Source: an optimization exercise on an open RTL-to-GDS flow (aim: small area, a short achievable clock period and few clock cycles). Production flows keep margins and buffers that such runs may drop. Function was not checked in any run shown here: the RTL went through the layout flow alone. Power and IR drop assume default switching activity.

$ cat design/flow/flow/run.sh
#!/bin/bash
# Layout: the standard ORFS flow (standard.sh, unchanged synthesis) with
# these settings:
#  - timing repair aims for 6.5 ns of setup slack (the default flow allows 5),
#  - no gate cloning during timing repair,
#  - port buffers are sky130_fd_sc_hd__buf_1,
#  - clock-tree sink clusters of up to 25 flip-flops within 80 um.
# All tool output goes to standard.log here (and ORFS's own logs under orfs/).
export SETUP_SLACK_MARGIN=6.5
export SKIP_GATE_CLONING=1
export BUFFER_PORTS_ARGS="-buffer_cell sky130_fd_sc_hd__buf_1"
export CTS_CLUSTER_SIZE=25
export CTS_CLUSTER_DIAMETER=80
bash standard.sh finish > standard.log 2>&1
$ cat design/flow/standard.sh
#!/bin/bash
# synth_recipe.tcl (not shown) runs the flow's synth.tcl, then flattens the netlist and writes it again
# the make line also repeats each setting of config.mk as NAME=value (left out here)
make -C /OpenROAD-flow-scripts/flow DESIGN_CONFIG=/design/flow/config.mk WORK_HOME=/design/flow/orfs CLKGATE_MAP_FILE= SYNTH_SCRIPT=/design/flow/synth_recipe.tcl "${@:-finish}"
$ cat design/flow/config.mk
export PLATFORM = sky130hd
export DESIGN_NAME = pfsm
export DESIGN_NICKNAME = pfsm
export VERILOG_FILES = /design/flow/design.v
export SDC_FILE = /design/flow/constraint.sdc
export NUM_CORES = 8
export LEC_CHECK = 0
export CAP_MARGIN = 20
export CORE_MARGIN = 2
export CORE_UTILIZATION = 40
export SLEW_MARGIN = 20
$ cat design/flow/constraint.sdc
create_clock -name core_clock -period 10.0 [get_ports {clk}]
set_input_delay 2.0000 -clock core_clock [delete_from_list [all_inputs] [get_ports {clk}]]
set_output_delay 2.0000 -clock core_clock [all_outputs]
set_load 0.01 [all_outputs]
$ cat design/flow/design.v
module pfsm #(
    parameter [7:0] MARKER0      = 8'hA5,
    parameter [7:0] MARKER1      = 8'h5A,
    parameter [7:0] RETRY_BUDGET = 8'd2
) (
    input  wire         clk,
    input  wire         rst,
    input  wire         h_valid,
    output wire         h_ready,
    input  wire [18:0]  h_data,
    output reg          r_valid,
    input  wire         r_ready,
    output reg  [7:0]   r_data,
    output reg          r_last,
    input  wire         irq_valid,
    input  wire [3:0]   irq_flags,
    output reg          o_valid,
    input  wire         o_ready,
    output reg  [3:0]   o_op,
    output reg  [7:0]   o_data,
    input  wire         i_valid,
    output wire         i_ready,
    input  wire [7:0]   i_data,
    output wire         cip_req,
    output wire         cip_dir,
    output wire [127:0] cip_din,
    output wire [127:0] cip_key,
    input  wire         cip_done,
    input  wire         cip_timeout,
    input  wire [127:0] cip_dout,
    output wire         idle,
    output wire         fatal,
    output wire [2:0]   fault
);
    localparam [6:0] MAX_FRAME = 7'd96;
    localparam [3:0] OP_CONFIGURE = 4'd1,
                     OP_RX_ARM    = 4'd2,
                     OP_STROBE_RDY= 4'd3,
                     OP_FLUSH_RX  = 4'd4,
                     OP_FIFO_WR   = 4'd5,
                     OP_FIFO_BYTE = 4'd6,
                     OP_STROBE_TX = 4'd7,
                     OP_POWER_DN  = 4'd8,
                     OP_FIFO_RD   = 4'd9,
                     OP_METRICS   = 4'd10,
                     OP_MSG_AVAIL = 4'd11,
                     OP_DATA_SENT = 4'd12;
    localparam [1:0] M_UNINIT = 2'd0, M_RUN = 2'd1, M_STOPPED = 2'd2;
    localparam [2:0] F_OVERSIZE = 3'd1, F_NOT_INIT = 3'd2, F_TXDONE = 3'd3,
                     F_CRYPTO = 3'd4, F_BADCMD = 3'd5;
    localparam [4:0]
        ST_IDLE   = 5'd0,
        ST_DRAIN  = 5'd1,
        ST_INIT   = 5'd2,
        ST_INITW  = 5'd3,
        ST_RDSRC  = 5'd4,
        ST_RDDAT  = 5'd5,
        ST_W2STB  = 5'd6,
        ST_W2FRD  = 5'd7,
        ST_W2MET  = 5'd8,
        ST_W2FLU  = 5'd9,
        ST_W2PAR  = 5'd10,
        ST_RELIS  = 5'd11,
        ST_W3FLU  = 5'd12,
        ST_W3RET  = 5'd13,
        ST_XHDR   = 5'd14,
        ST_XDAT   = 5'd15,
        ST_XSTB   = 5'd16;
    localparam [1:0] I_OFF = 2'd0, I_LEN = 2'd1, I_DAT = 2'd2, I_MET = 2'd3;
    reg [4:0]   st;
    reg [1:0]   mode;
    reg         fat;
    reg [2:0]   fault_r;
    reg         snap2, afill;
    reg         kact;
    reg [7:0]   next_seq, good_lqi, good_rssi;
    reg         tx_busy, tx_enc, tx_wack, tx_ack;
    reg [7:0]   tx_dest, tx_seq;
    reg [6:0]   tx_n;
    reg [1:0]   tx_retries;
    reg [2:0]   tx_lb;         
    reg [2:0]   tx_rot;        
    reg         rx_parsed, rx_decdone;
    reg [6:0]   rx_len;        
    reg [7:0]   rx_src, rx_rssi, rx_lqi;
    reg [7:0]   rx_b2, rx_seq, rx_b5;
    reg         rx_f0, rx_mk;
    reg [2:0]   rx_sh;         
    reg         iact, isrc, in_rdy;
    reg [6:0]   icnt, irem;
    reg [1:0]   ist;
    reg [7:0]   frem;
    reg [1:0]   mcnt;
    reg         creq, cdir, cfail, c_last, f_first, pend, p_last;
    reg [2:0]   cblk;
    reg [3:0]   sv;            
    reg         c_first;       
    reg         hr, ir, idl;
    reg [127:0] A;
    reg [31:0]  S;
    reg [127:0] key;
    reg [127:0] t0, t1, t2, t3, t4, t5;
    reg [127:0] q0, q1, q2, q3, q4, q5;
    assign h_ready = hr;
    assign i_ready = ir;
    assign idle    = idl;
    assign fatal   = fat;
    assign fault   = fault_r;
    assign cip_req = creq;
    assign cip_dir = cdir;
    assign cip_din = A;
    assign cip_key = key;
    wire o_free = !o_valid || o_ready;
    wire r_free = !r_valid || r_ready;
    wire [2:0]  op   = h_data[18:16];
    wire [7:0]  op_a = h_data[15:8];
    wire [7:0]  op_n = h_data[7:0];
    wire [7:0] bus  = isrc ? i_data : h_data[7:0];
    wire       in_v = isrc ? i_valid : h_valid;
    wire       acc  = iact && in_rdy && in_v;
    wire [3:0] pos  = icnt[3:0];
    wire       lastb = (irem == 7'd1);
    wire       blk_cmp = acc && (pos == 4'd15 || lastb);
    wire       ok_done = creq && cip_done;
    wire       fail_now = creq && cip_timeout;
    wire       can_start = !creq || ok_done;
    wire       start = can_start && (pend || blk_cmp) && !cfail;
    wire       wA = acc && !creq;
    wire       wS = acc && creq;
    wire       tx_load = ok_done && !cdir;
    wire       rx_load = ok_done && cdir;
    wire       tx_rot_en = (tx_rot != 3'd0);
    wire       rx_sh_en  = (rx_sh != 3'd0);
    wire [7:0] tx_byte = (tx_rot == 3'd1) ? t1[7:0] : t0[8*icnt[3:0] +: 8];
    wire [7:0] rx_byte = (rx_sh == 3'd1) ? q1[7:0] : q0[8*icnt[3:0] +: 8];
    wire       tx_can  = (tx_rot == 3'd0) || (tx_rot == 3'd1 && icnt[3:0] == 4'd0);
    wire       rx_can  = (rx_sh == 3'd0) || (rx_sh == 3'd1 && icnt[3:0] == 4'd0);
    wire        frame_valid = (rx_len >= 7'd5) && rx_mk && (rx_b2 >= 8'd5) && (rx_b2 <= {1'b0, rx_len});
    wire [7:0]  rx_plen = rx_b2 - 8'd5;
    wire [7:0]  rd_cnt  = (op_n < rx_plen) ? op_n : rx_plen;
    wire        relisten = tx_busy && tx_wack;
    reg [4:0]   st_n;
    reg [1:0]   mode_n;
    reg         fat_n;
    reg [2:0]   fault_n;
    reg         snap2_n, afill_n, kact_n;
    reg [7:0]   next_seq_n, good_lqi_n, good_rssi_n;
    reg         tx_busy_n, tx_enc_n, tx_wack_n, tx_ack_n;
    reg [7:0]   tx_dest_n, tx_seq_n;
    reg [6:0]   tx_n_n;
    reg [1:0]   tx_retries_n;
    reg [2:0]   tx_rot_n;
    reg         rx_parsed_n, rx_decdone_n;
    reg [6:0]   rx_len_n;
    reg [7:0]   rx_src_n, rx_rssi_n, rx_lqi_n;
    reg [2:0]   rx_sh_n;
    reg         iact_n, isrc_n, in_rdy_n;
    reg [6:0]   icnt_n, irem_n;
    reg [1:0]   ist_n;
    reg [7:0]   frem_n;
    reg [1:0]   mcnt_n;
    reg         creq_n, cdir_n, cfail_n, c_last_n, f_first_n, pend_n, p_last_n;
    reg [2:0]   cblk_n;
    reg         o_valid_n, r_valid_n, r_last_n;
    reg [3:0]   o_op_n;
    reg [7:0]   o_data_n, r_data_n;
    reg         fs_tx, fs_ack, fs_rx;
    reg         fs_txq;        
    reg         acc_idle_n;
    always @* begin
        st_n = st; mode_n = mode; fat_n = fat; fault_n = fault_r;
        snap2_n = snap2; afill_n = afill; kact_n = kact;
        next_seq_n = next_seq; good_lqi_n = good_lqi; good_rssi_n = good_rssi;
        tx_busy_n = tx_busy; tx_enc_n = tx_enc; tx_wack_n = tx_wack; tx_ack_n = tx_ack;
        tx_dest_n = tx_dest; tx_seq_n = tx_seq; tx_n_n = tx_n; tx_retries_n = tx_retries;
        tx_rot_n = tx_rot;
        rx_parsed_n = rx_parsed; rx_decdone_n = rx_decdone; rx_len_n = rx_len;
        rx_src_n = rx_src; rx_rssi_n = rx_rssi; rx_lqi_n = rx_lqi;
        rx_sh_n = rx_sh;
        iact_n = iact; isrc_n = isrc; icnt_n = icnt; irem_n = irem;
        ist_n = ist; frem_n = frem; mcnt_n = mcnt;
        creq_n = creq; cdir_n = cdir; cfail_n = cfail; c_last_n = c_last; f_first_n = f_first;
        pend_n = pend; p_last_n = p_last; cblk_n = cblk;
        o_valid_n = o_valid; o_op_n = o_op; o_data_n = o_data;
        r_valid_n = r_valid; r_data_n = r_data; r_last_n = r_last;
        fs_tx = 1'b0; fs_ack = 1'b0; fs_rx = (st == ST_W2FRD);
        if (o_valid && o_ready) o_valid_n = 1'b0;
        if (r_valid && r_ready) r_valid_n = 1'b0;
        if (tx_rot_en) tx_rot_n = tx_rot - 3'd1;
        if (rx_sh_en)  rx_sh_n  = rx_sh - 3'd1;
        if (acc) begin
            icnt_n = icnt + 7'd1;
            irem_n = irem - 7'd1;
            if (lastb) iact_n = 1'b0;
        end
        if (start) begin
            creq_n    = 1'b1;
            f_first_n = 1'b0;
            cblk_n    = f_first ? 3'd0 : cblk + 3'd1;
            c_last_n  = pend ? p_last : lastb;
            pend_n    = 1'b0;
        end else begin
            if (creq && (cip_done || cip_timeout)) creq_n = 1'b0;
            if (blk_cmp && !cfail) begin
                pend_n   = 1'b1;
                p_last_n = lastb;
            end
        end
        if (fail_now) begin
            cfail_n = 1'b1;
            pend_n  = 1'b0;
            fat_n   = 1'b1;
            if (fault_r == 3'd0) fault_n = F_CRYPTO;
        end
        if (tx_load) begin
            tx_rot_n = c_last ? (3'd5 - cblk) : 3'd1;
            if (c_last) begin
                tx_enc_n  = 1'b1;
                tx_wack_n = !tx_ack;
            end
        end
        if (rx_load) begin
            rx_sh_n = c_last ? (3'd5 - cblk) : 3'd1;
            if (c_last) rx_decdone_n = 1'b1;
        end
        case (ist)
        I_LEN: if (i_valid) begin
            rx_len_n = (i_data > 8'd96) ? MAX_FRAME : i_data[6:0];
            frem_n  = i_data;
            icnt_n  = 7'd0;
            irem_n  = (i_data > 8'd96) ? MAX_FRAME : i_data[6:0];
            iact_n  = (i_data != 8'd0);
            mcnt_n  = 2'd0;
            ist_n   = (i_data == 8'd0) ? I_MET : I_DAT;
        end
        I_DAT: if (i_valid && ir) begin
            frem_n = frem - 8'd1;
            if (frem == 8'd1) ist_n = I_MET;
        end
        I_MET: if (i_valid) begin
            case (mcnt)
                2'd0: rx_src_n  = i_data;
                2'd1: rx_rssi_n = i_data;
                default: rx_lqi_n = i_data;
            endcase
            mcnt_n = mcnt + 2'd1;
            if (mcnt == 2'd2) ist_n = I_OFF;
        end
        default: ;
        endcase
        if (kact && h_valid) begin
            frem_n = frem - 8'd1;
            if (frem == 8'd1) kact_n = 1'b0;
        end
        case (st)
        ST_IDLE: if (idl) begin
            if (h_valid) begin
                frem_n = op_n;
                if (fat) begin
                    if ((op == 3'd0 || op == 3'd1) && op_n != 8'd0) st_n = ST_DRAIN;
                end else if (op == 3'd6 || op == 3'd7) begin
                    fat_n = 1'b1; if (fault_r == 3'd0) fault_n = F_BADCMD;
                end else if (op == 3'd0 && op_n != 8'd16) begin
                    fat_n = 1'b1; if (fault_r == 3'd0) fault_n = F_BADCMD;
                    if (op_n != 8'd0) st_n = ST_DRAIN;
                end else if (op != 3'd0 && mode != M_RUN) begin
                    fat_n = 1'b1; if (fault_r == 3'd0) fault_n = F_NOT_INIT;
                    if (op == 3'd1 && op_n != 8'd0) st_n = ST_DRAIN;
                end else if (op == 3'd0 && mode == M_RUN) begin
                    st_n = ST_DRAIN;
                end else begin
                    case (op)
                    3'd0: begin                   
                        next_seq_n  = 8'd0;
                        good_lqi_n  = 8'd0;
                        good_rssi_n = 8'd0;
                        tx_busy_n   = 1'b0;
                        tx_enc_n    = 1'b0;
                        tx_wack_n   = 1'b0;
                        rx_parsed_n = 1'b0;
                        kact_n      = 1'b1;
                        o_valid_n = 1'b1; o_op_n = OP_CONFIGURE; o_data_n = op_a;
                        st_n        = ST_INIT;
                    end
                    3'd1: begin                   
                        if (op_n > 8'd91) begin
                            fat_n = 1'b1; if (fault_r == 3'd0) fault_n = F_OVERSIZE;
                            st_n = ST_DRAIN;
                        end else if (tx_busy) begin
                            if (op_n != 8'd0) st_n = ST_DRAIN;
                        end else begin
                            tx_busy_n    = 1'b1;
                            tx_enc_n     = 1'b0;
                            tx_wack_n    = 1'b0;
                            tx_ack_n     = 1'b0;
                            tx_dest_n    = op_a;
                            tx_seq_n     = next_seq;
                            next_seq_n   = next_seq + 8'd1;
                            tx_retries_n = 2'd2;
                            tx_n_n       = op_n[6:0];
                            tx_rot_n     = 3'd0;
                            icnt_n       = 7'd5;
                            irem_n       = op_n[6:0];
                            iact_n       = (op_n != 8'd0);
                            isrc_n       = 1'b0;
                            cdir_n       = 1'b0;
                            cfail_n      = 1'b0;
                            fs_tx        = 1'b1;
                            f_first_n    = 1'b1;
                            if (op_n == 8'd0) begin
                                pend_n    = 1'b1;
                                p_last_n  = 1'b1;
                            end
                            afill_n      = 1'b0;
                            snap2_n      = 1'b0;
                            st_n         = ST_XHDR;
                        end
                    end
                    3'd2: begin                   
                        r_valid_n = 1'b1;
                        if (!rx_parsed) begin
                            r_data_n = 8'd0;
                            r_last_n = 1'b1;
                        end else begin
                            r_data_n    = rd_cnt;
                            r_last_n    = 1'b0;
                            frem_n     = rd_cnt[6:0];
                            rx_parsed_n = 1'b0;
                            st_n        = ST_RDSRC;
                        end
                    end
                    3'd3: begin                   
                        r_valid_n = 1'b1; r_data_n = good_lqi; r_last_n = 1'b1;
                    end
                    3'd4: begin                   
                        r_valid_n = 1'b1; r_data_n = good_rssi; r_last_n = 1'b1;
                    end
                    3'd5: begin                   
                        o_valid_n = 1'b1; o_op_n = OP_POWER_DN; o_data_n = 8'd0;
                        mode_n = M_STOPPED;
                    end
                    default: ;
                    endcase
                end
            end else if (irq_valid && mode == M_RUN && !fat && irq_flags[2:0] != 3'd0) begin
                snap2_n = irq_flags[2];
                afill_n = 1'b0;
                if (irq_flags[1] && !(irq_flags[0] && !tx_busy)) begin
                    rx_parsed_n  = 1'b0;
                    rx_decdone_n = 1'b0;
                    rx_sh_n      = 3'd0;
                    ist_n        = I_LEN;
                    f_first_n    = 1'b1;
                    cfail_n      = 1'b0;
                    cdir_n       = 1'b1;
                    isrc_n       = 1'b1;
                end
                if (irq_flags[0]) begin
                    if (!tx_busy) begin
                        fat_n = 1'b1; if (fault_r == 3'd0) fault_n = F_TXDONE;
                    end else begin
                        o_valid_n = 1'b1; o_op_n = OP_RX_ARM; o_data_n = {7'd0, tx_wack};
                        if (!tx_wack) begin
                            tx_busy_n = 1'b0; tx_enc_n = 1'b0;
                        end
                        if (irq_flags[1]) st_n = ST_W2STB;
                        else if (irq_flags[2]) st_n = ST_W3FLU;
                    end
                end else if (irq_flags[1]) begin
                    o_valid_n = 1'b1; o_op_n = OP_STROBE_RDY; o_data_n = 8'd0;
                    st_n = ST_W2FRD;
                end else begin
                    o_valid_n = 1'b1; o_op_n = OP_FLUSH_RX; o_data_n = 8'd0;
                    if (tx_busy && tx_enc) st_n = ST_W3RET;
                end
            end
        end
        ST_DRAIN: if (h_valid) begin
            frem_n = frem - 8'd1;
            if (frem == 8'd1) st_n = ST_IDLE;
        end
        ST_INIT: if (o_free) begin
            o_valid_n = 1'b1; o_op_n = OP_RX_ARM; o_data_n = 8'd0;
            st_n = ST_INITW;
        end
        ST_INITW: if (!kact) begin
            mode_n = M_RUN;
            st_n   = ST_IDLE;
        end
        ST_RDSRC: if (r_free) begin
            r_valid_n = 1'b1; r_data_n = rx_src; r_last_n = (frem == 7'd0);
            icnt_n = 4'd5;
            st_n = (frem == 7'd0) ? ST_IDLE : ST_RDDAT;
        end
        ST_RDDAT: if (r_free && rx_can) begin
            r_valid_n = 1'b1; r_data_n = rx_byte; r_last_n = (frem == 7'd1);
            icnt_n  = icnt[3:0] + 4'd1;
            frem_n = frem - 7'd1;
            if (icnt[3:0] == 4'd15) rx_sh_n = 3'd1;
            if (frem == 7'd1) st_n = ST_IDLE;
        end
        ST_W2STB: if (o_free) begin
            o_valid_n = 1'b1; o_op_n = OP_STROBE_RDY; o_data_n = 8'd0;
            st_n = ST_W2FRD;
        end
        ST_W2FRD: if (o_free) begin
            o_valid_n = 1'b1; o_op_n = OP_FIFO_RD; o_data_n = 8'd0;
            st_n = ST_W2MET;
        end
        ST_W2MET: if (o_free) begin
            o_valid_n = 1'b1; o_op_n = OP_METRICS; o_data_n = 8'd0;
            st_n = ST_W2FLU;
        end
        ST_W2FLU: if (o_free && ist == I_OFF) begin
            o_valid_n = 1'b1; o_op_n = OP_FLUSH_RX; o_data_n = 8'd0;
            st_n = (rx_len == 7'd0) ? ST_RELIS : ST_W2PAR;
        end
        ST_W2PAR: begin
            if (cfail) begin
                st_n = ST_IDLE;
            end else if (rx_decdone && o_free) begin
                o_valid_n = 1'b1; o_data_n = 8'd0;
                st_n = snap2 ? ST_W3FLU : ST_IDLE;
                if (!frame_valid) begin
                    o_op_n = OP_RX_ARM; o_data_n = {7'd0, relisten};
                end else begin
                    good_lqi_n  = rx_lqi;
                    good_rssi_n = rx_rssi;
                    if (rx_f0) begin
                        if (rx_b2 >= 8'd6 && tx_busy && tx_seq == rx_b5) begin
                            tx_busy_n = 1'b0; tx_enc_n = 1'b0; tx_wack_n = 1'b0;
                            o_op_n = OP_DATA_SENT;
                            st_n = ST_RELIS;
                        end else begin
                            o_op_n = OP_RX_ARM; o_data_n = 8'd1;
                        end
                    end else if (rx_b2 != 8'd5) begin
                        rx_parsed_n = 1'b1;
                        o_op_n = OP_MSG_AVAIL;
                        if (tx_busy) begin
                            st_n = ST_RELIS;
                        end else begin
                            tx_busy_n    = 1'b1;
                            tx_enc_n     = 1'b0;
                            tx_wack_n    = 1'b0;
                            tx_ack_n     = 1'b1;
                            tx_dest_n    = rx_src;
                            tx_seq_n     = next_seq;
                            next_seq_n   = next_seq + 8'd1;
                            tx_retries_n = 2'd0;
                            tx_n_n       = 7'd1;
                            tx_rot_n     = 3'd0;
                            cdir_n       = 1'b0;
                            cfail_n      = 1'b0;
                            fs_ack       = 1'b1;
                            creq_n       = 1'b1;
                            cblk_n       = 3'd0;
                            c_last_n     = 1'b1;
                            f_first_n    = 1'b0;
                            afill_n      = 1'b1;
                            st_n         = snap2 ? ST_W3FLU : ST_XHDR;
                        end
                    end else begin
                        rx_parsed_n = 1'b1;
                        o_op_n = OP_RX_ARM; o_data_n = {7'd0, relisten};
                    end
                end
            end
        end
        ST_RELIS: if (o_free) begin
            o_valid_n = 1'b1; o_op_n = OP_RX_ARM; o_data_n = {7'd0, relisten};
            st_n = snap2 ? ST_W3FLU : ST_IDLE;
        end
        ST_W3FLU: if (o_free) begin
            o_valid_n = 1'b1; o_op_n = OP_FLUSH_RX; o_data_n = 8'd0;
            if (afill) st_n = ST_XHDR;
            else if (tx_busy && tx_enc) st_n = ST_W3RET;
            else st_n = ST_IDLE;
        end
        ST_W3RET: if (o_free) begin
            o_valid_n = 1'b1;
            if (tx_retries == 2'd0) begin
                tx_busy_n = 1'b0; tx_enc_n = 1'b0; tx_wack_n = 1'b0;
                o_op_n = OP_RX_ARM; o_data_n = 8'd0;
                st_n = ST_IDLE;
            end else begin
                tx_retries_n = tx_retries - 2'd1;
                o_op_n = OP_FIFO_WR; o_data_n = tx_dest;
                icnt_n = 7'd0;
                st_n = ST_XDAT;
            end
        end
        ST_XHDR: begin
            if (cfail) begin
                if (!iact) st_n = ST_IDLE;
            end else if ((tx_enc || (tx_load && c_last)) && o_free) begin
                o_valid_n = 1'b1; o_op_n = OP_FIFO_WR; o_data_n = tx_dest;
                icnt_n = 7'd0;
                st_n = ST_XDAT;
            end
        end
        ST_XDAT: if (o_free && tx_can) begin
            o_valid_n = 1'b1; o_op_n = OP_FIFO_BYTE; o_data_n = tx_byte;
            icnt_n = icnt + 7'd1;
            if (icnt[3:0] == 4'd15) begin
                if (icnt[6:4] == tx_lb) begin
                    tx_rot_n = 3'd6 - tx_lb;
                    st_n = ST_XSTB;
                end else begin
                    tx_rot_n = 3'd1;
                end
            end
        end
        ST_XSTB: if (o_free) begin
            o_valid_n = 1'b1; o_op_n = OP_STROBE_TX; o_data_n = 8'd0;
            st_n = ST_IDLE;
        end
        default: st_n = ST_IDLE;
        endcase
        begin : rdy
            reg [3:0] p_n;
            p_n = acc ? pos + 4'd1 : pos;
            in_rdy_n = iact_n && !(creq_n && p_n >= 4'd4);
        end
        if (fs_tx) in_rdy_n = iact_n;
        if (ist == I_LEN && i_valid) in_rdy_n = (i_data != 8'd0);
        acc_idle_n = (st_n == ST_IDLE) && !o_valid_n && !r_valid_n;
    end
    always @(posedge clk) begin
        if (rst) begin
            st <= ST_IDLE; mode <= M_UNINIT; fat <= 1'b0; fault_r <= 3'd0;
            kact <= 1'b0; tx_busy <= 1'b0; tx_rot <= 3'd0;
            rx_parsed <= 1'b0; rx_sh <= 3'd0;
            iact <= 1'b0; in_rdy <= 1'b0; ist <= I_OFF;
            creq <= 1'b0; pend <= 1'b0; cfail <= 1'b0;
            o_valid <= 1'b0; r_valid <= 1'b0;
            hr <= 1'b0; ir <= 1'b0; idl <= 1'b0;
        end else begin
            st <= st_n; mode <= mode_n; fat <= fat_n; fault_r <= fault_n;
            kact <= kact_n; tx_busy <= tx_busy_n; tx_rot <= tx_rot_n;
            rx_parsed <= rx_parsed_n; rx_sh <= rx_sh_n;
            iact <= iact_n; in_rdy <= in_rdy_n; ist <= ist_n;
            creq <= creq_n; pend <= pend_n; cfail <= cfail_n;
            o_valid <= o_valid_n; r_valid <= r_valid_n;
            hr  <= acc_idle_n || (st_n == ST_DRAIN) || kact_n || (iact_n && !isrc_n && in_rdy_n);
            ir  <= (ist_n == I_LEN) || (ist_n == I_MET) || (ist_n == I_DAT && (!iact_n || in_rdy_n));
            idl <= acc_idle_n;
        end
    end
    always @(posedge clk) begin
        snap2 <= snap2_n; afill <= afill_n;
        next_seq <= next_seq_n; good_lqi <= good_lqi_n; good_rssi <= good_rssi_n;
        tx_enc <= tx_enc_n; tx_wack <= tx_wack_n; tx_ack <= tx_ack_n;
        tx_dest <= tx_dest_n; tx_seq <= tx_seq_n; tx_n <= tx_n_n; tx_retries <= tx_retries_n;
        rx_decdone <= rx_decdone_n; rx_len <= rx_len_n;
        rx_src <= rx_src_n; rx_rssi <= rx_rssi_n; rx_lqi <= rx_lqi_n;
        isrc <= isrc_n; icnt <= icnt_n; irem <= irem_n;
        frem <= frem_n; mcnt <= mcnt_n;
        cdir <= cdir_n; c_last <= c_last_n; f_first <= f_first_n; p_last <= p_last_n; cblk <= cblk_n;
        o_op <= o_op_n; o_data <= o_data_n;
        r_data <= r_data_n; r_last <= r_last_n;
        tx_lb  <= (tx_n + 7'd4) >> 4;
        if (rx_load && c_first) begin
            rx_mk  <= (cip_dout[7:0] == MARKER0) && (cip_dout[15:8] == MARKER1);
            rx_b2  <= cip_dout[23:16];
            rx_f0  <= cip_dout[24];
            rx_seq <= cip_dout[39:32];
            rx_b5  <= cip_dout[47:40];
        end
    end
    always @(posedge clk) begin
        if (start) c_first <= f_first;
    end
    wire [6:0] tx_n20 = tx_n + 7'd20;
    wire [2:0] tx_pb  = tx_n20[6:4];
    always @(posedge clk) begin
        if (rst) fs_txq <= 1'b0;
        else     fs_txq <= fs_tx;
    end
    integer k;
    always @(posedge clk) begin
        for (k = 0; k < 16; k = k + 1) begin
            if (wA && pos == k) begin
                A[8*k +: 8] <= bus;
            end else if (fs_txq || fs_ack || fs_rx) begin
                if (fs_rx || k > 5)  A[8*k +: 8] <= 8'h00;
                else if (k == 0)     A[8*k +: 8] <= MARKER0;
                else if (k == 1)     A[8*k +: 8] <= MARKER1;
                else if (k == 2)     A[8*k +: 8] <= fs_ack ? 8'd16 : {1'b0, tx_pb, 4'b0};
                else if (k == 3)     A[8*k +: 8] <= {7'd0, fs_ack};
                else if (k == 4)     A[8*k +: 8] <= fs_ack ? next_seq : tx_seq;
                else                 A[8*k +: 8] <= fs_ack ? rx_seq : 8'h00;
            end else if (wA && pos == k) begin
                A[8*k +: 8] <= bus;
            end else if (ok_done) begin
                if (k < 4 && wS && pos[1:0] == k) A[8*k +: 8] <= bus;
                else if (k < 4 && sv[k])         A[8*k +: 8] <= S[8*k +: 8];
                else                             A[8*k +: 8] <= 8'h00;
            end
        end
        for (k = 0; k < 4; k = k + 1)
            if (wS && pos[1:0] == k) S[8*k +: 8] <= bus;
    end
    always @(posedge clk) begin
        if (rst) sv <= 4'd0;
        else if (ok_done || fail_now) sv <= 4'd0;
        else if (wS) sv <= sv | (4'd1 << pos[1:0]);
    end
    always @(posedge clk) begin
        if (tx_rot_en) begin
            t0 <= t1; t1 <= t2; t2 <= t3; t3 <= t4; t4 <= t5;
        end
        if (tx_rot_en) t5 <= t0;
        else if (creq && !cdir) t5 <= cip_dout;    
    end
    always @(posedge clk) begin
        if (rx_sh_en) begin
            q0 <= q1; q1 <= q2; q2 <= q3; q3 <= q4; q4 <= q5;
        end
        if (creq && cdir) q5 <= cip_dout;          
    end
    reg [7:0] kb;
    reg       kv;
    always @(posedge clk) begin
        kb <= h_data[7:0];
        if (rst) kv <= 1'b0;
        else     kv <= kact && h_valid;
        if (kv) key <= {kb, key[127:8]};
    end
endmodule
==> results of run 1 <==
==> routing by layer <==
| metal | track usage [%] | vias up | share of wire, % |
|---|---|---|---|
| li1 | - | 16000 | - |
| met1 | 23.6 | 18400 | 42 |
| met2 | 28.9 | 1261 | 48 |
| met3 | 3.03 | 326 | 5.8 |
| met4 | 6.92 | 18 | 3.9 |
| met5 | 0 | - | 0.064 |
==> Yosys cell counts, types with 14 or more instances <==
cell and instances:
edfxtp_1 1956, nor2_1 237, nand2_1 168, mux2_2 134
a21oi_1 113, o21ai_0 91, clkbuf_1 86, dfxtp_1 81
mux4_2 80, nand3_1 68, inv_1 60, ha_1 43
and3_1 35, mux2i_1 35, a31oi_1 34, buf_2 34
nor3_1 32, xnor2_1 32, a22oi_1 25, and2_1 25
a211oi_1 24, nor2b_1 24, o22ai_1 22, o21ai_1 21
nand2b_1 19, o21a_1 19, o211ai_1 17, buf_1 16
nor4_1 14, xor2_1 14
==> flip-flops by register name, summed over array words and instances, names as in the netlist, 32 cells and up <==
signal / count
t4: 128
t5: 128
q2: 128
q4: 128
q0: 128
S: 32
q5: 128
t1: 128
q1: 128
key: 128
t0: 128
A: 128
t2: 128
t3: 128
q3: 128
==> cell families (layout without fill, tap and decap cells) <==
logic type,after synthesis,after routing,share of synthesized area [%]
mux,249,249,5.04
other cells,0,18,0
simple gates,713,713,4.86
flops,2037,2037,83.1
buf+inv,205,804,1.15
xor+xnor,46,46,0.555
fa+ha+maj,43,43,0.740
compound gates,499,499,4.58
==> through the flow <==
step                setup TNS [ns]  setup WS, ns  hold WS [ns]
finish                           0          6.38         0.399
global route                     0          6.31         0.410
CTS                              0          6.34         0.398
detailed placement               0          4.53         0.391
global placement                 0          4.61         0.386
floorplan                  -708.20         -1.06         0.386
==> worst max-delay path by stage <==
stage / slack, ns / from / to / depth (start not counted)
after floorplan: -1.06 / tx_rot[1]$_SDFF_PP0_ / t0[0]$_DFFE_PN_ / 7
after global placement: 4.61 / o_ready / A[93]$_SDFFCE_PN0P_ / 9
after detailed placement: 4.53 / o_ready / A[122]$_SDFFCE_PN0P_ / 9
after CTS: 6.34 / icnt[0]$_DFF_P_ / hr$_SDFF_PP0_ / 10
after global routing: 6.31 / h_data[17] / hr$_SDFF_PP0_ / 9
final: 6.38 / h_data[17] / hr$_SDFF_PP0_ / 9
==> worst register-to-register path, delay by kind of cell (launching register included) <==
kind | cells | cell delay [ns]
buf+inv | 1 | 0.22
flops | 1 | 0.51
compound gates | 5 | 1.42
fa+ha+maj | 1 | 0.42
simple gates | 3 | 0.87
==> power by group through the flow <==
stage | Sequential, µW | Combinational [µW] | Clock [µW]
finish | 15200 | 4680 | 4700
global route | 15500 | 5080 | 5100
CTS | 15300 | 4670 | 4840
detailed placement | 15500 | 4550 | 0
global placement | 15300 | 4490 | 0
floorplan | 15600 | 2760 | 0
==> what timing repair did <==
item	CTS	global route
setup endpoints to repair	821	750
pin swaps	5	31
gates resized for setup	120	97
setup buffers	30	42
==> area by class of cell <==
cell class                 instances  area share [%]
multi-input combinational       1550            14.9
tap                             2370            3.61
timing repair buffer             591            3.76
clock inverter                    33           0.581
inverter                          63           0.293
clock buffer                     117            3.23
sequential                      2037            73.6
antenna                           18          0.0549
==> flow_metrics.py, run 1 <==
metrics = {
    "critical_path": {
        "start_kind": "input pin",
        "path_delay_family": "simple AND/OR/NAND/NOR gates",
        "path_cells": "clkbuf_4 > or3_1 > nor2_2 > a31o_2 > o221a_2 > o32ai_1 > or3_1 > a32oi_1 > o22ai_1",
        "path_class": "input pin to flip-flop",
        "rr_worst_depth": 10,
        "r2r-start": "icnt[1]$_DFF_P_",
        "cp_common_cell": "or3_1",
        "r2r_end": "hr$_SDFF_PP0_",
        "path_max_fanout": 19,
        "crit_arrival_ns": 4.23,
        "critical_path_buf_inv_count": 1,
        "slowest_delay_ns": 0.52,
        "cp_slowest_cell": "or3_1",
        "worstSetupEndpointType": "flip-flop",
        "cp.required_ns": 10.62,
        "rrSetupSlack_ns": 6.45,
    },
    "detailed_routing": {
        "ant_nets": 0,
        "remaining_drc_errors": 0,
        "wl_per_cell_um": 25.0,
        "dr.pass1.iters": 6,
        "avgViaCountPerCell": 5.31,
        "vias": 36000,
        "wirelength_mm": 169,
        "drt_iter0_drc": 3914,
    },
    "logic_synthesis": {
        "synth-async-reset-ratio_pct": 0,
        "synth-seq-area-share_pct": 83.1,
        "synth_flop_cell": "edfxtp_1",
        "synth_cell_types": 103,
        "synth_warnings": 25,
        "synthCells": 3792,
        "syn_avg_cell_area_um2": 19.2,
        "synth_edf_count": 1956,
        "syn-cell-area_um2": 72700,
        "syn-num-nets": 4003,
        "yosys.area.top_type": "edfxtp_1",
        "synth_top_area_share_pct": 80.8,
        "synthTopCellsByArea": "edfxtp_1, mux4_2, dfxtp_1, mux2_2, nor2_1",
        "synth_seq_cells": 2037,
    },
    "hold_path": {
        "hp-start": "q1[104]$_DFFE_PN_",
        "holdPathEnd": "q0[104]$_DFFE_PN_",
        "whs_path_depth": 0,
        "hold_path_class": "flip-flop to flip-flop",
    },
    "power": {
        "internal_power_uw": 17600,
        "clock_power_share_pct": 19.1,
        "switching_share_pct": 28.3,
        "power_switching_uw": 6970,
        "ir_worst_vdd_mv": 0.339,
        "power_density_nw_per_um2": 300,
        "p_leak_uw": 0.0263,
        "power.total_uw": 24600,
        "combPwrFrac_pct": 19.0,
        "p_seq_share_pct": 61.9,
    },
    "clock_tree": {
        "clk_latency_ns": 0.78,
        "postCtsHoldBufs": 0,
        "cts_buffers": 103,
        "path_clk_slew_ns": 0.09,
        "htreeDepth": 3,
        "cts_tree": "yes",
        "root_buffer": "clkbuf_16",
        "cts_buffer_depth": 3,
        "cts.sink_count": 2037,
    },
    "final_layout": {
        "stdcell_area_um2": 82100,
        "multiInputGateArea_um2": 12200,
        "drive_above_1_share_pct": 15.2,
        "fill_cells": 15400,
        "final_util_pct": 45.5,
        "nNetsFinal": 4557,
        "layout.cells.non_filler": 6779,
        "final_common_cell": "edfxtp_1",
        "final_cell_mix": "edfxtp_1, buf_1, nor2_1, nand2_1, mux2_2",
        "seqCellArea_um2": 60400,
        "syn_to_final_growth_pct": 12.9,
    },
    "place": {
        "gp_congestion": 0.926,
        "dp_hpwl_mm": 111,
        "place_area_um2": 77400,
        "dp.cells": 6539,
        "io_buffer_count": 454,
    },
    "floorplan": {
        "start_util_pct": 40.2,
        "die_h_um": 430,
        "dieArea_um2": 185000,
        "rows": 156,
        "die_w_um": 430,
        "design.core.area_um2": 181000,
        "pin_count": 456,
    },
    "timing": {
        "maxSlewHeadroom_pct": 28.5,
        "worstMarginPinSlew_ns": 1.06,
        "setup_viol": 0,
        "skew_ns": 0.0569,
        "fin_crit_sh_pct": 36.2,
        "slew_violations": 0,
        "hold_viol": 0,
        "rsz0062_at_grt": "true",
        "fmax_mhz": 276,
        "period_needed_ns": 3.62,
    },
    "flow_run": {
        "maxCapViolations": 0,
    },
    "global_routing": {
        "grt_pass1_wl_mm": 238,
        "grt_pass1_vias": 34200,
        "grt_max_degree": 189,
        "track_usage_pct": 17.6,
        "antenna_found_initial": 50,
        "grt.overflow.total": 0,
    },
    "status": {
        "status": "complete, no violations",
    },
}
==> run 2: changes to the inputs <==
--- a/design/flow/design.v
+++ b/design/flow/design.v
@@ -65,7 +65,8 @@
         ST_W3RET  = 5'd13,
         ST_XHDR   = 5'd14,
         ST_XDAT   = 5'd15,
-        ST_XSTB   = 5'd16;
+        ST_XSTB   = 5'd16,
+        ST_W2EM   = 5'd17;
     localparam [1:0] I_OFF = 2'd0, I_LEN = 2'd1, I_DAT = 2'd2, I_MET = 2'd3;
     reg [4:0]   st;
     reg [1:0]   mode;
@@ -112,9 +113,16 @@
     assign cip_key = key;
     wire o_free = !o_valid || o_ready;
     wire r_free = !r_valid || r_ready;
-    wire [2:0]  op   = h_data[18:16];
-    wire [7:0]  op_a = h_data[15:8];
-    wire [7:0]  op_n = h_data[7:0];
+    reg  [18:0] cq;
+    reg         cv;
+    wire [2:0]  op   = cq[18:16];
+    wire [7:0]  op_a = cq[15:8];
+    wire [7:0]  op_n = cq[7:0];
+    always @(posedge clk) begin
+        cq <= h_data;
+        if (rst) cv <= 1'b0;
+        else     cv <= idl && h_valid;
+    end
     wire [7:0] bus  = isrc ? i_data : h_data[7:0];
     wire       in_v = isrc ? i_valid : h_valid;
     wire       acc  = iact && in_rdy && in_v;
@@ -165,8 +173,14 @@
     reg [3:0]   o_op_n;
     reg [7:0]   o_data_n, r_data_n;
     reg         fs_tx, fs_ack, fs_rx;
-    reg         fs_txq;        
+    reg [7:0]   fs_p, fs_seq;
     reg         acc_idle_n;
+    reg [3:0]   pw_op, pop, pop_n;
+    reg         pw_dat, pdat, pdat_n;
+    reg [4:0]   pw_st, pst, pst_n;
+    always @(posedge clk) begin
+        pop <= pop_n; pdat <= pdat_n; pst <= pst_n;
+    end
     always @* begin
         st_n = st; mode_n = mode; fat_n = fat; fault_n = fault_r;
         snap2_n = snap2; afill_n = afill; kact_n = kact;
@@ -183,7 +197,9 @@
         pend_n = pend; p_last_n = p_last; cblk_n = cblk;
         o_valid_n = o_valid; o_op_n = o_op; o_data_n = o_data;
         r_valid_n = r_valid; r_data_n = r_data; r_last_n = r_last;
-        fs_tx = 1'b0; fs_ack = 1'b0; fs_rx = (st == ST_W2FRD);
+        pop_n = pop; pdat_n = pdat; pst_n = pst;
+        pw_op = OP_RX_ARM; pw_dat = 1'b0; pw_st = ST_IDLE;
+        fs_tx = 1'b0; fs_ack = 1'b0; fs_rx = 1'b0; fs_p = 8'd16; fs_seq = next_seq;
         if (o_valid && o_ready) o_valid_n = 1'b0;
         if (r_valid && r_ready) r_valid_n = 1'b0;
         if (tx_rot_en) tx_rot_n = tx_rot - 3'd1;
@@ -253,8 +269,8 @@
             if (frem == 8'd1) kact_n = 1'b0;
         end
         case (st)
-        ST_IDLE: if (idl) begin
-            if (h_valid) begin
+        ST_IDLE: begin
+            if (cv) begin
                 frem_n = op_n;
                 if (fat) begin
                     if ((op == 3'd0 || op == 3'd1) && op_n != 8'd0) st_n = ST_DRAIN;
@@ -306,10 +322,14 @@
                             cdir_n       = 1'b0;
                             cfail_n      = 1'b0;
                             fs_tx        = 1'b1;
-                            f_first_n    = 1'b1;
+                            fs_p         = {(op_n[6:0] + 7'd20) >> 4, 4'b0} ;
                             if (op_n == 8'd0) begin
-                                pend_n    = 1'b1;
-                                p_last_n  = 1'b1;
+                                creq_n    = 1'b1;
+                                cblk_n    = 3'd0;
+                                c_last_n  = 1'b1;
+                                f_first_n = 1'b0;
+                            end else begin
+                                f_first_n = 1'b1;
                             end
                             afill_n      = 1'b0;
                             snap2_n      = 1'b0;
@@ -342,7 +362,7 @@
                     default: ;
                     endcase
                 end
-            end else if (irq_valid && mode == M_RUN && !fat && irq_flags[2:0] != 3'd0) begin
+            end else if (idl && !h_valid && irq_valid && mode == M_RUN && !fat && irq_flags[2:0] != 3'd0) begin
                 snap2_n = irq_flags[2];
                 afill_n = 1'b0;
                 if (irq_flags[1] && !(irq_flags[0] && !tx_busy)) begin
@@ -354,6 +374,7 @@
                     cfail_n      = 1'b0;
                     cdir_n       = 1'b1;
                     isrc_n       = 1'b1;
+                    fs_rx        = 1'b1;
                 end
                 if (irq_flags[0]) begin
                     if (!tx_busy) begin
@@ -418,27 +439,27 @@
         ST_W2PAR: begin
             if (cfail) begin
                 st_n = ST_IDLE;
-            end else if (rx_decdone && o_free) begin
-                o_valid_n = 1'b1; o_data_n = 8'd0;
-                st_n = snap2 ? ST_W3FLU : ST_IDLE;
+            end else if (rx_decdone) begin
+                pw_op = OP_RX_ARM; pw_dat = 1'b0;
+                pw_st = snap2 ? ST_W3FLU : ST_IDLE;
                 if (!frame_valid) begin
-                    o_op_n = OP_RX_ARM; o_data_n = {7'd0, relisten};
+                    pw_dat = relisten;
                 end else begin
                     good_lqi_n  = rx_lqi;
                     good_rssi_n = rx_rssi;
                     if (rx_f0) begin
                         if (rx_b2 >= 8'd6 && tx_busy && tx_seq == rx_b5) begin
                             tx_busy_n = 1'b0; tx_enc_n = 1'b0; tx_wack_n = 1'b0;
-                            o_op_n = OP_DATA_SENT;
-                            st_n = ST_RELIS;
+                            pw_op = OP_DATA_SENT;
+                            pw_st = ST_RELIS;
                         end else begin
-                            o_op_n = OP_RX_ARM; o_data_n = 8'd1;
+                            pw_dat = 1'b1;
                         end
                     end else if (rx_b2 != 8'd5) begin
                         rx_parsed_n = 1'b1;
-                        o_op_n = OP_MSG_AVAIL;
+                        pw_op = OP_MSG_AVAIL;
                         if (tx_busy) begin
-                            st_n = ST_RELIS;
+                            pw_st = ST_RELIS;
                         end else begin
                             tx_busy_n    = 1'b1;
                             tx_enc_n     = 1'b0;
@@ -458,15 +479,26 @@
                             c_last_n     = 1'b1;
                             f_first_n    = 1'b0;
                             afill_n      = 1'b1;
-                            st_n         = snap2 ? ST_W3FLU : ST_XHDR;
+                            pw_st        = snap2 ? ST_W3FLU : ST_XHDR;
                         end
                     end else begin
                         rx_parsed_n = 1'b1;
-                        o_op_n = OP_RX_ARM; o_data_n = {7'd0, relisten};
+                        pw_dat = relisten;
                     end
                 end
+                pop_n = pw_op; pdat_n = pw_dat; pst_n = pw_st;
+                if (o_free) begin
+                    o_valid_n = 1'b1; o_op_n = pw_op; o_data_n = {7'd0, pw_dat};
+                    st_n = pw_st;
+                end else begin
+                    st_n = ST_W2EM;
+                end
             end
         end
+        ST_W2EM: if (o_free) begin
+            o_valid_n = 1'b1; o_op_n = pop; o_data_n = {7'd0, pdat};
+            st_n = pst;
+        end
         ST_RELIS: if (o_free) begin
             o_valid_n = 1'b1; o_op_n = OP_RX_ARM; o_data_n = {7'd0, relisten};
             st_n = snap2 ? ST_W3FLU : ST_IDLE;
@@ -523,8 +555,8 @@
             in_rdy_n = iact_n && !(creq_n && p_n >= 4'd4);
         end
         if (fs_tx) in_rdy_n = iact_n;
-        if (ist == I_LEN && i_valid) in_rdy_n = (i_data != 8'd0);
-        acc_idle_n = (st_n == ST_IDLE) && !o_valid_n && !r_valid_n;
+        if (ist == I_LEN && i_valid) in_rdy_n = 1'b1;
+        acc_idle_n = (st_n == ST_IDLE) && !o_valid_n && !r_valid_n && !(idl && h_valid);
     end
     always @(posedge clk) begin
         if (rst) begin
@@ -571,24 +603,16 @@
     always @(posedge clk) begin
         if (start) c_first <= f_first;
     end
-    wire [6:0] tx_n20 = tx_n + 7'd20;
-    wire [2:0] tx_pb  = tx_n20[6:4];
-    always @(posedge clk) begin
-        if (rst) fs_txq <= 1'b0;
-        else     fs_txq <= fs_tx;
-    end
     integer k;
     always @(posedge clk) begin
         for (k = 0; k < 16; k = k + 1) begin
-            if (wA && pos == k) begin
-                A[8*k +: 8] <= bus;
-            end else if (fs_txq || fs_ack || fs_rx) begin
+            if (fs_tx || fs_ack || fs_rx) begin
                 if (fs_rx || k > 5)  A[8*k +: 8] <= 8'h00;
                 else if (k == 0)     A[8*k +: 8] <= MARKER0;
                 else if (k == 1)     A[8*k +: 8] <= MARKER1;
-                else if (k == 2)     A[8*k +: 8] <= fs_ack ? 8'd16 : {1'b0, tx_pb, 4'b0};
+                else if (k == 2)     A[8*k +: 8] <= fs_p;
                 else if (k == 3)     A[8*k +: 8] <= {7'd0, fs_ack};
-                else if (k == 4)     A[8*k +: 8] <= fs_ack ? next_seq : tx_seq;
+                else if (k == 4)     A[8*k +: 8] <= fs_seq;
                 else                 A[8*k +: 8] <= fs_ack ? rx_seq : 8'h00;
             end else if (wA && pos == k) begin
                 A[8*k +: 8] <= bus;
==> flow_metrics.py, run 2 <==
metrics = {
    "clock_tree": {
        "htreeDepth": 3,
        "cts.sink_count": 2057,
        "cts_tree": "yes",
        "root_buffer": "clkbuf_16",
        "cts_buffer_depth": 3,
        "clk_latency_ns": 0.79,
        "path_clk_slew_ns": 0.09,
        "cts_buffers": 108,
        "postCtsHoldBufs": 0,
    },
    "power": {
        "p_leak_uw": 0.0278,
        "ir_worst_vdd_mv": 0.396,
        "switching_share_pct": 29.8,
        "power_density_nw_per_um2": 307,
        "clock_power_share_pct": 19.5,
        "combPwrFrac_pct": 20.1,
        "p_seq_share_pct": 60.4,
        "internal_power_uw": 17800,
        "power_switching_uw": 7570,
    },
    "place": {
        "io_buffer_count": 454,
        "dp_hpwl_mm": 113,
        "gp_congestion": 0.917,
    },
    "detailed_routing": {
        "avgViaCountPerCell": 5.25,
        "vias": 37700,
        "drt_iter0_drc": 4399,
        "wl_per_cell_um": 24.1,
        "dr.pass1.iters": 8,
        "remaining_drc_errors": 0,
        "wirelength_mm": 173,
        "ant_nets": 0,
    },
    "timing": {
        "slew_violations": 0,
        "worstMarginPinSlew_ns": 1.11,
        "period_needed_ns": 3.54,
        "maxSlewHeadroom_pct": 25.7,
        "rsz0062_at_grt": "true",
        "hold_viol": 0,
        "skew_ns": 0.0503,
        "fin_crit_sh_pct": 35.4,
        "tns_ns": 0,
        "holdWs_ns": 0.383,
        "fmax_mhz": 283,
        "setup_viol": 0,
    },
    "floorplan": {
        "pin_count": 456,
        "dieArea_um2": 185000,
        "design.core.area_um2": 181000,
        "rows": 156,
        "start_util_pct": 40.3,
        "die_w_um": 431,
        "die_h_um": 431,
    },
    "logic_synthesis": {
        "synth_warnings": 25,
        "synth_cell_types": 91,
        "synth_edf_count": 1886,
        "synthCells": 4209,
        "synthTopCellsByArea": "edfxtp_1, dfxtp_1, nand2_1, mux4_2, nor2_1",
        "synth_common_cells": "edfxtp_1, nand2_1, nor2_1",
        "synth-async-reset-ratio_pct": 0,
        "synth.most_common_cell": "edfxtp_1",
        "synth_top_area_share_pct": 77.8,
        "syn-cell-area_um2": 72800,
        "syn_avg_cell_area_um2": 17.3,
        "yosys.area.top_type": "edfxtp_1",
        "synth_seq_cells": 2057,
        "synth-seq-area-share_pct": 82.5,
        "syn-num-nets": 4420,
        "synth_flop_cell": "edfxtp_1",
    },
    "global_routing": {
        "grt_max_degree": 180,
        "track_usage_pct": 18.2,
        "grt.overflow.total": 0,
        "grt_pass1_wl_mm": 246,
        "antenna_found_initial": 38,
        "grt_pass1_vias": 35800,
    },
    "critical_path": {
        "critical_path_buf_inv_count": 1,
        "path_class": "input pin to flip-flop",
        "path_delay_family": "compound AO/OA/AOI/OAI gates",
        "cp_slowest_cell": "o311ai_0",
        "slowest_delay_ns": 0.58,
        "worstSetupEndpointType": "flip-flop",
        "crit_arrival_ns": 4.19,
        "path_max_fanout": 8,
        "cp.required_ns": 10.65,
        "start_kind": "input pin",
        "path_cells": "buf_2 > o21a_1 > nor2_1 > a211oi_2 > o311ai_0 > o2111ai_1 > a221oi_2 > nand4_1 > o22ai_2",
    },
    "final_layout": {
        "final_cell_mix": "edfxtp_1, nand2_1, buf_1, nor2_1, dfxtp_1",
        "drive_above_1_share_pct": 11.5,
        "nNetsFinal": 4966,
        "syn_to_final_growth_pct": 13.3,
        "final_common_cell": "edfxtp_1",
    },
    "hold_path": {
        "hold_path_class": "flip-flop to flip-flop",
    },
    "status": {
        "status": "complete, no violations",
    },
    "flow_run": {
        "maxCapViolations": 0,
    },
}
## run 2: logic make-up after synthesis
group | count (synthesis) | synth area share [%]
flops | 2057 | 82.5
xor+xnor | 50 | 0.602
mux | 120 | 3.04
fa+ha+maj | 43 | 0.739
buf+inv | 253 | 1.38
compound gates | 529 | 4.75
simple gates | 1157 | 6.98
## run 2: final cells by class
type	instances	area [µm²]
tap	2370	2970
multi-input combinational	1899	12400
timing repair buffer	614	3300
fill	15500	98300
inverter	75	295
antenna	12	30.0
clock buffer	116	2750
sequential	2057	60100
clock inverter	45	644
## run 2: worst paths after layout
check | end | start | slack [ns] | cells past startpoint
worst min register to register | t3[57]$_DFFE_PN_ | t4[57]$_DFFE_PN_ | 0.38 | 0
worst max register to register | hr$_SDFF_PP0_ | cq[6]$_DFF_P_ | 6.46 | 9
worst min-delay path | t3[57]$_DFFE_PN_ | t4[57]$_DFFE_PN_ | 0.38 | 0
worst max-delay path | hr$_SDFF_PP0_ | irq_flags[0] | 6.46 | 9
## run 2: layer usage
metal	track usage, %	share of wire (%)
met1	24.4	42
met2	29.5	48
met3	3.18	6.2
met4	7.06	3.9
met5	0	0.059
## run 2: worst register-to-register path: cells and delay by family (launching register included)
family / cells / cell delay, ns
simple gates: 1 / 0.22
flops: 1 / 0.76
compound gates: 6 / 1.78
buf+inv: 2 / 0.65
## run 2: stage by stage
step	total power, µW	util [%]	cell area, µm²	cells	setup WS [ns]
after floorplan	18600	-	72800	4209	4.42
after global routing	26600	45.6	82500	7186	6.42
after detailed placement	20500	42.9	77600	6933	3.91
final	25400	45.6	82500	7188	6.46
after global placement	20300	42.9	77500	6933	3.92
after CTS	25600	45.3	81900	7135	6.40
## run 2: power by group through the flow
stage,combinational [µW],sequential [µW],clock [µW]
5_1_grt,5600,15600,5360
3_3_place_gp,4920,15400,0
3_5_place_dp,4980,15600,0
4_1_cts,5190,15300,5090
6_report,5090,15300,4940
2_1_floorplan,3030,15600,0
## run 2: what timing repair did
action	4_1_cts	5_1_grt
endpoints found under the setup margin	651	257
resized for setup	121	62
pin swaps	20	33
buffers inserted	41	39
==> run 3: changes to the inputs <==
--- a/design/flow/design.v
+++ b/design/flow/design.v
@@ -175,6 +175,11 @@
     reg         fs_tx, fs_ack, fs_rx;
     reg [7:0]   fs_p, fs_seq;
     reg         acc_idle_n;
+    reg [4:0]   st_b;
+    reg         ov_b, rv_b, isrc_b;
+    reg [1:0]   ist_b;
+    wire        irq_go = idl && !h_valid && irq_valid && mode == M_RUN && !fat && irq_flags[2:0] != 3'd0;
+    wire        irq_work = irq_flags[0] ? tx_busy : (irq_flags[2:1] != 2'd0);
     reg [3:0]   pw_op, pop, pop_n;
     reg         pw_dat, pdat, pdat_n;
     reg [4:0]   pw_st, pst, pst_n;
@@ -199,7 +204,7 @@
         r_valid_n = r_valid; r_data_n = r_data; r_last_n = r_last;
         pop_n = pop; pdat_n = pdat; pst_n = pst;
         pw_op = OP_RX_ARM; pw_dat = 1'b0; pw_st = ST_IDLE;
-        fs_tx = 1'b0; fs_ack = 1'b0; fs_rx = 1'b0; fs_p = 8'd16; fs_seq = next_seq;
+        fs_tx = 1'b0; fs_ack = 1'b0; fs_rx = (st == ST_W2FRD); fs_p = 8'd16; fs_seq = next_seq;
         if (o_valid && o_ready) o_valid_n = 1'b0;
         if (r_valid && r_ready) r_valid_n = 1'b0;
         if (tx_rot_en) tx_rot_n = tx_rot - 3'd1;
@@ -312,7 +317,7 @@
                             tx_dest_n    = op_a;
                             tx_seq_n     = next_seq;
                             next_seq_n   = next_seq + 8'd1;
-                            tx_retries_n = 2'd2;
+                            tx_retries_n = RETRY_BUDGET[1:0];
                             tx_n_n       = op_n[6:0];
                             tx_rot_n     = 3'd0;
                             icnt_n       = 7'd5;
@@ -362,38 +367,6 @@
                     default: ;
                     endcase
                 end
-            end else if (idl && !h_valid && irq_valid && mode == M_RUN && !fat && irq_flags[2:0] != 3'd0) begin
-                snap2_n = irq_flags[2];
-                afill_n = 1'b0;
-                if (irq_flags[1] && !(irq_flags[0] && !tx_busy)) begin
-                    rx_parsed_n  = 1'b0;
-                    rx_decdone_n = 1'b0;
-                    rx_sh_n      = 3'd0;
-                    ist_n        = I_LEN;
-                    f_first_n    = 1'b1;
-                    cfail_n      = 1'b0;
-                    cdir_n       = 1'b1;
-                    isrc_n       = 1'b1;
-                    fs_rx        = 1'b1;
-                end
-                if (irq_flags[0]) begin
-                    if (!tx_busy) begin
-                        fat_n = 1'b1; if (fault_r == 3'd0) fault_n = F_TXDONE;
-                    end else begin
-                        o_valid_n = 1'b1; o_op_n = OP_RX_ARM; o_data_n = {7'd0, tx_wack};
-                        if (!tx_wack) begin
-                            tx_busy_n = 1'b0; tx_enc_n = 1'b0;
-                        end
-                        if (irq_flags[1]) st_n = ST_W2STB;
-                        else if (irq_flags[2]) st_n = ST_W3FLU;
-                    end
-                end else if (irq_flags[1]) begin
-                    o_valid_n = 1'b1; o_op_n = OP_STROBE_RDY; o_data_n = 8'd0;
-                    st_n = ST_W2FRD;
-                end else begin
-                    o_valid_n = 1'b1; o_op_n = OP_FLUSH_RX; o_data_n = 8'd0;
-                    if (tx_busy && tx_enc) st_n = ST_W3RET;
-                end
             end
         end
         ST_DRAIN: if (h_valid) begin
@@ -428,7 +401,7 @@
             o_valid_n = 1'b1; o_op_n = OP_FIFO_RD; o_data_n = 8'd0;
             st_n = ST_W2MET;
         end
-        ST_W2MET: if (o_free) begin
+        ST_W2MET: if (o_free && ist == I_MET) begin    
             o_valid_n = 1'b1; o_op_n = OP_METRICS; o_data_n = 8'd0;
             st_n = ST_W2FLU;
         end
@@ -549,6 +522,39 @@
         end
         default: st_n = ST_IDLE;
         endcase
+        st_b = st_n; ov_b = o_valid_n; rv_b = r_valid_n; isrc_b = isrc_n; ist_b = ist_n;
+        if (irq_go) begin
+            snap2_n = irq_flags[2];
+            afill_n = 1'b0;
+            if (irq_flags[1] && !(irq_flags[0] && !tx_busy)) begin
+                rx_parsed_n  = 1'b0;
+                rx_decdone_n = 1'b0;
+                rx_sh_n      = 3'd0;
+                ist_n        = I_LEN;
+                f_first_n    = 1'b1;
+                cfail_n      = 1'b0;
+                cdir_n       = 1'b1;
+                isrc_n       = 1'b1;
+            end
+            if (irq_flags[0]) begin
+                if (!tx_busy) begin
+                    fat_n = 1'b1; if (fault_r == 3'd0) fault_n = F_TXDONE;
+                end else begin
+                    o_valid_n = 1'b1; o_op_n = OP_RX_ARM; o_data_n = {7'd0, tx_wack};
+                    if (!tx_wack) begin
+                        tx_busy_n = 1'b0; tx_enc_n = 1'b0;
+                    end
+                    if (irq_flags[1]) st_n = ST_W2STB;
+                    else if (irq_flags[2]) st_n = ST_W3FLU;
+                end
+            end else if (irq_flags[1]) begin
+                o_valid_n = 1'b1; o_op_n = OP_STROBE_RDY; o_data_n = 8'd0;
+                st_n = ST_W2FRD;
+            end else begin
+                o_valid_n = 1'b1; o_op_n = OP_FLUSH_RX; o_data_n = 8'd0;
+                if (tx_busy && tx_enc) st_n = ST_W3RET;
+            end
+        end
         begin : rdy
             reg [3:0] p_n;
             p_n = acc ? pos + 4'd1 : pos;
@@ -556,7 +562,7 @@
         end
         if (fs_tx) in_rdy_n = iact_n;
         if (ist == I_LEN && i_valid) in_rdy_n = 1'b1;
-        acc_idle_n = (st_n == ST_IDLE) && !o_valid_n && !r_valid_n && !(idl && h_valid);
+        acc_idle_n = (st_b == ST_IDLE) && !ov_b && !rv_b;
     end
     always @(posedge clk) begin
         if (rst) begin
@@ -574,9 +580,15 @@
             iact <= iact_n; in_rdy <= in_rdy_n; ist <= ist_n;
             creq <= creq_n; pend <= pend_n; cfail <= cfail_n;
             o_valid <= o_valid_n; r_valid <= r_valid_n;
-            hr  <= acc_idle_n || (st_n == ST_DRAIN) || kact_n || (iact_n && !isrc_n && in_rdy_n);
-            ir  <= (ist_n == I_LEN) || (ist_n == I_MET) || (ist_n == I_DAT && (!iact_n || in_rdy_n));
-            idl <= acc_idle_n;
+            if (idl) begin
+                hr  <= !h_valid && !(irq_go && irq_work);
+                ir  <= irq_go && irq_flags[1] && !(irq_flags[0] && !tx_busy);
+                idl <= !h_valid && !(irq_go && irq_work);
+            end else begin
+                hr  <= acc_idle_n || (st_b == ST_DRAIN) || kact_n || (iact_n && !isrc_b && in_rdy_n);
+                ir  <= (ist_b == I_LEN) || (ist_b == I_MET) || (ist_b == I_DAT && (!iact_n || in_rdy_n));
+                idl <= acc_idle_n;
+            end
         end
     end
     always @(posedge clk) begin
==> flow_metrics.py, run 3 <==
metrics = {
    "floorplan": {
        "dieArea_um2": 186000,
        "pin_count": 456,
        "die_h_um": 432,
        "start_util_pct": 40.4,
        "rows": 156,
        "die_w_um": 432,
        "design.core.area_um2": 181000,
    },
    "critical_path": {
        "crit_path_end": "hr$_SDFF_PP0_",
        "start_kind": "input pin",
        "worstSetupEndpointType": "flip-flop",
        "critical_path_buf_inv_count": 2,
        "path_max_fanout": 19,
        "path_cells": "buf_1 > buf_6 > nand2_1 > nor4_2 > a21oi_1 > nand2_1 > nor2_1 > o21ai_0 > o221ai_2",
        "rrSetupSlack_ns": 6.50,
        "cp.required_ns": 10.61,
        "r2r_end": "tx_wack$_DFF_P_",
        "slowest_delay_ns": 0.70,
        "path_delay_family": "simple AND/OR/NAND/NOR gates",
        "cp_slowest_cell": "nor4_2",
        "rr_worst_depth": 9,
        "cp_common_cell": "nand2_1",
        "r2r-start": "rx_b2[4]$_DFFE_PP_",
        "crit_arrival_ns": 4.23,
        "critical_path.startpoint": "i_valid",
        "path_class": "input pin to flip-flop",
        "cp.depth": 9,
    },
    "global_routing": {
        "track_usage_pct": 18.3,
        "antenna_found_initial": 44,
        "grtUsageMet3_pct": 3.17,
        "grt_max_degree": 184,
        "grt.met2_usage_pct": 29.5,
        "grt_pass1_wl_mm": 249,
        "met1_usage_pct": 24.7,
        "grt.overflow.total": 0,
        "top_usage_layer": "met2",
        "grt_pass1_vias": 36100,
    },
    "logic_synthesis": {
        "synth-async-reset-ratio_pct": 0,
        "synth_top_area_share_pct": 76.9,
        "synth.most_common_cell": "edfxtp_1",
        "syn_avg_cell_area_um2": 17.1,
        "synthTopCellsByArea": "edfxtp_1, dfxtp_1, nand2_1, mux4_2, nor2_1",
        "synthCells": 4269,
        "synth_edf_count": 1872,
        "syn-cell-area_um2": 73100,
        "synth_seq_cells": 2057,
        "synth_common_cells": "edfxtp_1, nand2_1, nor2_1",
        "synth-seq-area-share_pct": 81.9,
        "synth_warnings": 25,
        "synth_flop_cell": "edfxtp_1",
        "synth_cell_types": 98,
        "syn-num-nets": 4480,
        "yosys.area.top_type": "edfxtp_1",
    },
    "detailed_routing": {
        "wirelength_mm": 176,
        "dr.pass1.iters": 8,
        "ant_nets": 0,
        "wl_per_cell_um": 24.4,
        "avgViaCountPerCell": 5.28,
        "remaining_drc_errors": 0,
        "drt_iter0_drc": 4512,
        "vias": 38000,
    },
    "final_layout": {
        "nNetsFinal": 4980,
        "final_cell_mix": "edfxtp_1, nand2_1, buf_1, nor2_1, dfxtp_1",
        "final_util_pct": 45.2,
        "fill_cells": 15600,
        "final_common_cell": "edfxtp_1",
        "syn_to_final_growth_pct": 12.0,
        "drive_above_1_share_pct": 10.2,
    },
    "timing": {
        "setup_ws_ns": 6.38,
        "tns_ns": 0,
        "holdWs_ns": 0.395,
        "hold_viol": 0,
        "period_needed_ns": 3.62,
        "fin_crit_sh_pct": 36.2,
        "skew_ns": 0.0485,
        "rsz0062_at_grt": "true",
        "slew_violations": 0,
        "setup_viol": 0,
        "maxSlewHeadroom_pct": 24.4,
        "worstMarginPinSlew_ns": 1.13,
        "fmax_mhz": 276,
    },
    "place": {
        "gp_congestion": 0.930,
        "dp_hpwl_mm": 117,
        "io_buffer_count": 454,
        "dp_slack_ns": 4.38,
    },
    "status": {
        "status": "complete, no violations",
    },
    "power": {
        "power_switching_uw": 7000,
        "clock_power_share_pct": 19.5,
        "power.total_uw": 24400,
        "ir_worst_vdd_mv": 0.311,
        "power_density_nw_per_um2": 297,
        "p_leak_uw": 0.0278,
        "p_seq_share_pct": 62.3,
        "internal_power_uw": 17400,
        "switching_share_pct": 28.7,
        "combPwrFrac_pct": 18.2,
    },
    "clock_tree": {
        "root_buffer": "clkbuf_16",
        "cts_buffers": 103,
        "htreeDepth": 3,
        "path_clk_slew_ns": 0.09,
        "cts_tree": "yes",
        "cts.sink_count": 2057,
        "cts_buffer_depth": 3,
        "clk_latency_ns": 0.79,
        "postCtsHoldBufs": 0,
    },
    "hold_path": {
        "hold_path_class": "flip-flop to flip-flop",
    },
    "flow_run": {
        "maxCapViolations": 0,
    },
}
==> run 3: kinds of logic (layout without fill, tap and decap cells) <==
group,count (synthesis),after routing,share of synthesized area (%)
buffers and inverters,243,784,1.42
multiplexers,116,116,2.98
adder cells (fa/ha/maj),43,43,0.736
AND/OR/NAND/NOR,1225,1225,7.47
other,0,9,0
AO/OA/AOI/OAI,537,537,4.90
flip-flops,2057,2057,81.9
XOR/XNOR,48,48,0.575
==> run 3: per-layer routing <==
layer  vias up  part of all wire [%]
met4        22                   4.2
met3       325                   6.1
met2      1333                    47
met5         -                 0.079
li1      17200                     -
met1     19100                    42
==> run 3: power groups by stage <==
stage	logic [µW]	registers, µW	clock network [µW]
after global routing	4840	15500	5170
final	4440	15200	4740
after detailed placement	4380	15500	0
after CTS	4540	15200	4900
after floorplan	2650	15400	0
after global placement	4330	15300	0
==> run 3: metrics by stage <==
step / area (µm²) / cells
floorplan: 73200 / 4269
global placement: 77600 / 6983
detailed placement: 77700 / 6984
CTS: 81400 / 7158
global route: 81900 / 7188
finish: 82000 / 7189
==> run 3: worst min path at each step <==
stage	start	to	slack, ns	cells after the start
final	q1[64]$_DFFE_PN_	q0[64]$_DFFE_PN_	0.39	0
after global routing	t4[16]$_DFFE_PN_	t3[16]$_DFFE_PN_	0.41	0
after CTS	q1[64]$_DFFE_PN_	q0[64]$_DFFE_PN_	0.39	0
after detailed placement	q1[118]$_DFFE_PN_	q0[118]$_DFFE_PN_	0.40	0
after global placement	q4[105]$_DFFE_PN_	q3[105]$_DFFE_PN_	0.40	0
after floorplan	q1[100]$_DFFE_PN_	q0[100]$_DFFE_PN_	0.40	0
==> run 3: cell type report <==
class / instances / area, µm² / area share (%)
flip-flops and latches: 2057 / 60000 / 73.2
multi-input cells: 1969 / 12600 / 15.4
well taps: 2370 / 2970 / 3.62
repair buffers: 569 / 2900 / 3.53
clock buffers: 109 / 2600 / 3.17
clock inverters: 37 / 589 / 0.719
inverters: 69 / 283 / 0.345
diodes: 9 / 22.5 / 0.0275
==> run 3: worst register-to-register path, stage by stage, from the launching register on <==
cell and delay, ns:
edfxtp_1 0.57, ha_1 0.37, and3_1 0.19, o21ai_0 0.36, a31oi_4 0.25, or2_1 0.35, nor2_2 0.42, o21ai_1 0.11
a2111oi_1 0.64, a211oi_1 0.11
==> run 3: repair_timing <==
item                       in CTS  in global routing
buffers inserted               28                 20
gates resized for setup        85                 62
setup endpoints to repair     702                571
pin swaps                       6                  8

static timing again, ports no longer ideal:
How much do the figures lean on ideal ports? The routed layouts below were timed once more, with nothing changed but the port constraints.
Step 1 (the two cells are an assumption about what drives the block):
set clk [get_ports {clk}]
set_driving_cell -lib_cell sky130_fd_sc_hd__clkbuf_16 $clk
set_driving_cell -lib_cell sky130_fd_sc_hd__buf_2 [delete_from_list [all_inputs] $clk]
Step 2 moves the port delays by t, midway between the first and last clock arrival at a register: inputs arrive t later, outputs are due t later. That takes back most of the time a late clock gives input paths.
Three values: no drivers, after step 1, after step 2; two values: the first two.
run | shift t [ns] | setup WS [ns] | worst setup path after step 2 | clock arrival spread, ns | slew at the worst register clock pin (ns)
run 1 | 0.830 | 6.381 / 6.388 / 5.558 | input to register | 0.077 / 0.077 | 0.10 / 0.10
run 2 | 0.842 | 6.461 / 6.439 / 5.639 | input to register | 0.069 / 0.069 | 0.10 / 0.10
run 3 | 0.831 | 6.377 / 6.413 / 5.582 | input to register | 0.076 / 0.076 | 0.10 / 0.10
After both steps every run listed still meets setup and hold. The setup slack of run 1, which loses most, moves by +0.007 ns with the drivers and by -0.823 ns with both steps.
